From an optimization exercise on the open Yosys and OpenROAD flow, aimed at small area, a short achievable clock period and few clock cycles per item; shortcuts taken in it are not production practice.
RTL that was checked went through simulation tests only; none was proved equivalent to the original.
Power is estimated from default activity; no workload was simulated.

## babe_cls
module babe_cls (
    input  wire        clk,
    input  wire        rst,
    input  wire        start,
    input  wire [7:0]  reg_w,        
    input  wire [7:0]  reg_h,        
    input  wire [15:0] maxgrad,
    output wire        busy,
    input  wire        pix_valid,
    input  wire [7:0]  pix_r,
    input  wire [7:0]  pix_g,
    input  wire [7:0]  pix_b,
    output wire        pix_ready,
    output reg  [1:0]  res_kind,     
    output reg  [7:0]  res_a1,
    output reg  [7:0]  res_a2,
    output reg  [2:0]  res_step,
    output wire [7:0]  avg_r,
    output wire [7:0]  avg_g,
    output wire [7:0]  avg_b
);
Size: about 2100 cells after synthesis, ~110 I/O pins, ~22000 µm² of cells after synthesis.
Settings: LEC_CHECK=0, CAP_MARGIN=20, CORE_MARGIN=2, CORE_UTILIZATION=40, CTS_CLUSTER_DIAMETER=100, CTS_CLUSTER_SIZE=40, PLACE_DENSITY=0.6, SLEW_MARGIN=20; clock period 11.0 ns.
standard.sh (not shown) runs the stock make flow with config.mk's settings and CLKGATE_MAP_FILE= SYNTH_SCRIPT=/design/flow/synth_recipe.tcl, a recipe that flattens the netlist after the stock synthesis.
==> flow/flow/run.sh <==
#!/bin/bash
set -euo pipefail
bash standard.sh "BUFFER_PORTS_ARGS=-buffer_cell sky130_fd_sc_hd__buf_2" \
    SETUP_SLACK_MARGIN=7.5 finish > std_flow.log 2>&1
==> next run, changes <==
--- a/flow/design.v
+++ b/flow/design.v
@@ -21,29 +21,28 @@
 );
     reg        busy_r, rdy_r;
     reg        div;
     reg [2:0]  dcnt;
     reg [7:0]  wreg, hreg;
     reg [15:0] mg;
     reg [7:0]  col, row;
     reg        frst;          
-    reg        v1, f1, ring1;
+    reg        v1, f1, ring1, last1;
     reg [7:0]  p1r, p1g, p1b;
     reg        v2, f2, ring2;
     reg [15:0] lx2, ly2;
     reg        v3, f3, ring3;
     reg [15:0] luma3;
     reg [15:0] rmin, rmax, imin, imax;
     reg        iempty;
     reg        edom;
     reg [23:0] sr, sg, sb;
     reg [15:0] npix;
     wire       take    = pix_valid & rdy_r;
-    wire       inject  = div && (dcnt == 3'd3 || dcnt == 3'd4);
     wire [7:0] wm1     = wreg - 8'd1;
     wire [7:0] hm1     = hreg - 8'd1;
     wire       col_end = (col == wm1);
     wire       row_end = (row == hm1);
     wire       on_ring = (col == 8'd0) || (row == 8'd0) || col_end || row_end;
     wire t1 = p1r[4] ^ p1r[2];
     wire t2 = p1r[4] & p1r[2];
     wire t3 = p1r[5] ^ p1r[3] ^ p1r[2];
@@ -212,23 +211,25 @@
     wire [7:0]  xs     = wge ? wreg : hreg;    
     wire        leaf   = one | e_zero | (smallr & ~edom & e_le);
     always @(posedge clk) begin
         p1r   <= pix_r;
         p1g   <= pix_g;
         p1b   <= pix_b;
         f1    <= frst;
         ring1 <= on_ring;
+        last1 <= col_end & row_end;
         lx2   <= lsx;
         ly2   <= lsy;
         f2    <= f1;
         ring2 <= ring1;
         f3    <= f2;
-        ring3 <= ring2 | inject;
-        if (inject)                   luma3 <= dcnt[0] ? imin : imax;
+        ring3 <= ring2 | div;
+        if (div && dcnt == 3'd2)      luma3 <= imin;
+        else if (div && dcnt == 3'd3) luma3 <= imax;
         else                          luma3 <= lx2 + ly2;
         one    <= (wreg == 8'd1) && (hreg == 8'd1);
         smallr <= (wreg <= 8'd4) && (hreg <= 8'd4);
         wge    <= (wreg >= hreg);
         if (!busy_r) begin
             wreg <= reg_w;
             hreg <= reg_h;
             mg   <= maxgrad;
@@ -241,21 +242,21 @@
             frst <= 1'b0;
             if (col_end) begin
                 col <= 8'd0;
                 row <= row + 8'd1;
             end else begin
                 col <= col + 8'd1;
             end
         end
-        if (take) begin
-            sr   <= frst ? {16'd0, pix_r} : sr + {16'd0, pix_r};
-            sg   <= frst ? {16'd0, pix_g} : sg + {16'd0, pix_g};
-            sb   <= frst ? {16'd0, pix_b} : sb + {16'd0, pix_b};
-            npix <= frst ? 16'd1 : npix + 16'd1;
+        if (v1) begin
+            sr   <= f1 ? {16'd0, p1r} : sr + {16'd0, p1r};
+            sg   <= f1 ? {16'd0, p1g} : sg + {16'd0, p1g};
+            sb   <= f1 ? {16'd0, p1b} : sb + {16'd0, p1b};
+            npix <= f1 ? 16'd1 : npix + 16'd1;
         end else if (div) begin
             sr   <= dstep(sr, npix);
             sg   <= dstep(sg, npix);
             sb   <= dstep(sb, npix);
         end
         if (v3) begin
             if (ring3) begin
                 if (lt || f3) rmin <= luma3;
@@ -264,17 +265,17 @@
                 if (lt || iempty) imin <= luma3;
                 if (gt || iempty) imax <= luma3;
             end
         end
         if (v2 && f2)
             iempty <= 1'b1;
         else if (v3 && !ring3)
             iempty <= 1'b0;
-        if (div && dcnt == 3'd3)
+        if (div && dcnt == 3'd2)
             edom <= ~iempty & ei_pos & ~eddiff[18];
         if (div && dcnt == 3'd7) begin
             res_kind <= leaf ? 2'd0 : (wge ? 2'd1 : 2'd2);
             res_step <= one ? 3'd1 : e_zero ? 3'd2 : leaf ? 3'd4 : 3'd5;
             res_a1   <= leaf ? 8'd0 : {1'b0, xs[7:1]};
             res_a2   <= leaf ? 8'd0 : {1'b0, xs[7:1]} + {7'd0, xs[0]};
         end
         if (rst) begin
@@ -282,25 +283,26 @@
             rdy_r  <= 1'b0;
             v1     <= 1'b0;
             v2     <= 1'b0;
             v3     <= 1'b0;
             div    <= 1'b0;
         end else begin
             v1 <= take;
             v2 <= v1;
-            v3 <= v2 | (inject & ~iempty);
+            v3 <= v2 | (div & (dcnt == 3'd2 || dcnt == 3'd3) & ~iempty);
             if (start && !busy_r) begin
                 busy_r <= 1'b1;
                 rdy_r  <= 1'b1;
             end
-            if (take && col_end && row_end) begin
+            if (take && col_end && row_end)
                 rdy_r <= 1'b0;
-                div   <= 1'b1;
-                dcnt  <= 3'd0;
+            if (v1 && last1) begin
+                div  <= 1'b1;
+                dcnt <= 3'd0;
             end
             if (div) begin
                 dcnt <= dcnt + 3'd1;
                 if (dcnt == 3'd7) begin
                     div    <= 1'b0;
                     busy_r <= 1'b0;
                 end
             end
=>
- The changed run passed the timing, design-rule and antenna checks
- global-route usage rose by 0.40 points
- clock-buffer cell count rose by 1
- total power fell by 1.1%
- design area fell by 3.7%
- synthesized cell count rose by 1.4%
- routed wire length rose by 2.1%
- clock skew hardly moves
- die area rose by 0.83%
- first-iteration DRC count rose by 17%
- worst setup slack improves by 0.35 ns
- flip-flop and latch count rose by 1
Testbench counts after the change, summed over its fixed seeds: cycles 80,123, regions 1,280.
The RTL of the first run of this note was laid out without a check of its function.

[re-timing with driven ports]
In the flow no input, the clock included, has a driving cell. The finished layouts below were timed again as built, in two steps. Step 1 (the two cells are an assumption about what drives the block):
set clk [get_ports {clk}]
set_driving_cell -lib_cell sky130_fd_sc_hd__clkbuf_16 $clk
set_driving_cell -lib_cell sky130_fd_sc_hd__buf_2 [delete_from_list [all_inputs] $clk]
Step 2 moves the port delays by t, midway between the first and last clock arrival at a register: inputs arrive t later, outputs are due t later. That takes back most of the time a late clock gives input paths. Three values: no drivers, after step 1, after step 2; two values: the first two.
run | t (ns) | setup slack, ns | pins driven straight from the clock port
the first run | 0.599 | 7.208 / 7.211 / 6.612 | 1
the second run | 0.617 | 7.562 / 7.502 / 7.437 | 1
After both steps every run listed still meets setup and hold. For the first run, which loses most, drivers alone change the setup slack by +0.003 ns; drivers and shift together by -0.596 ns.
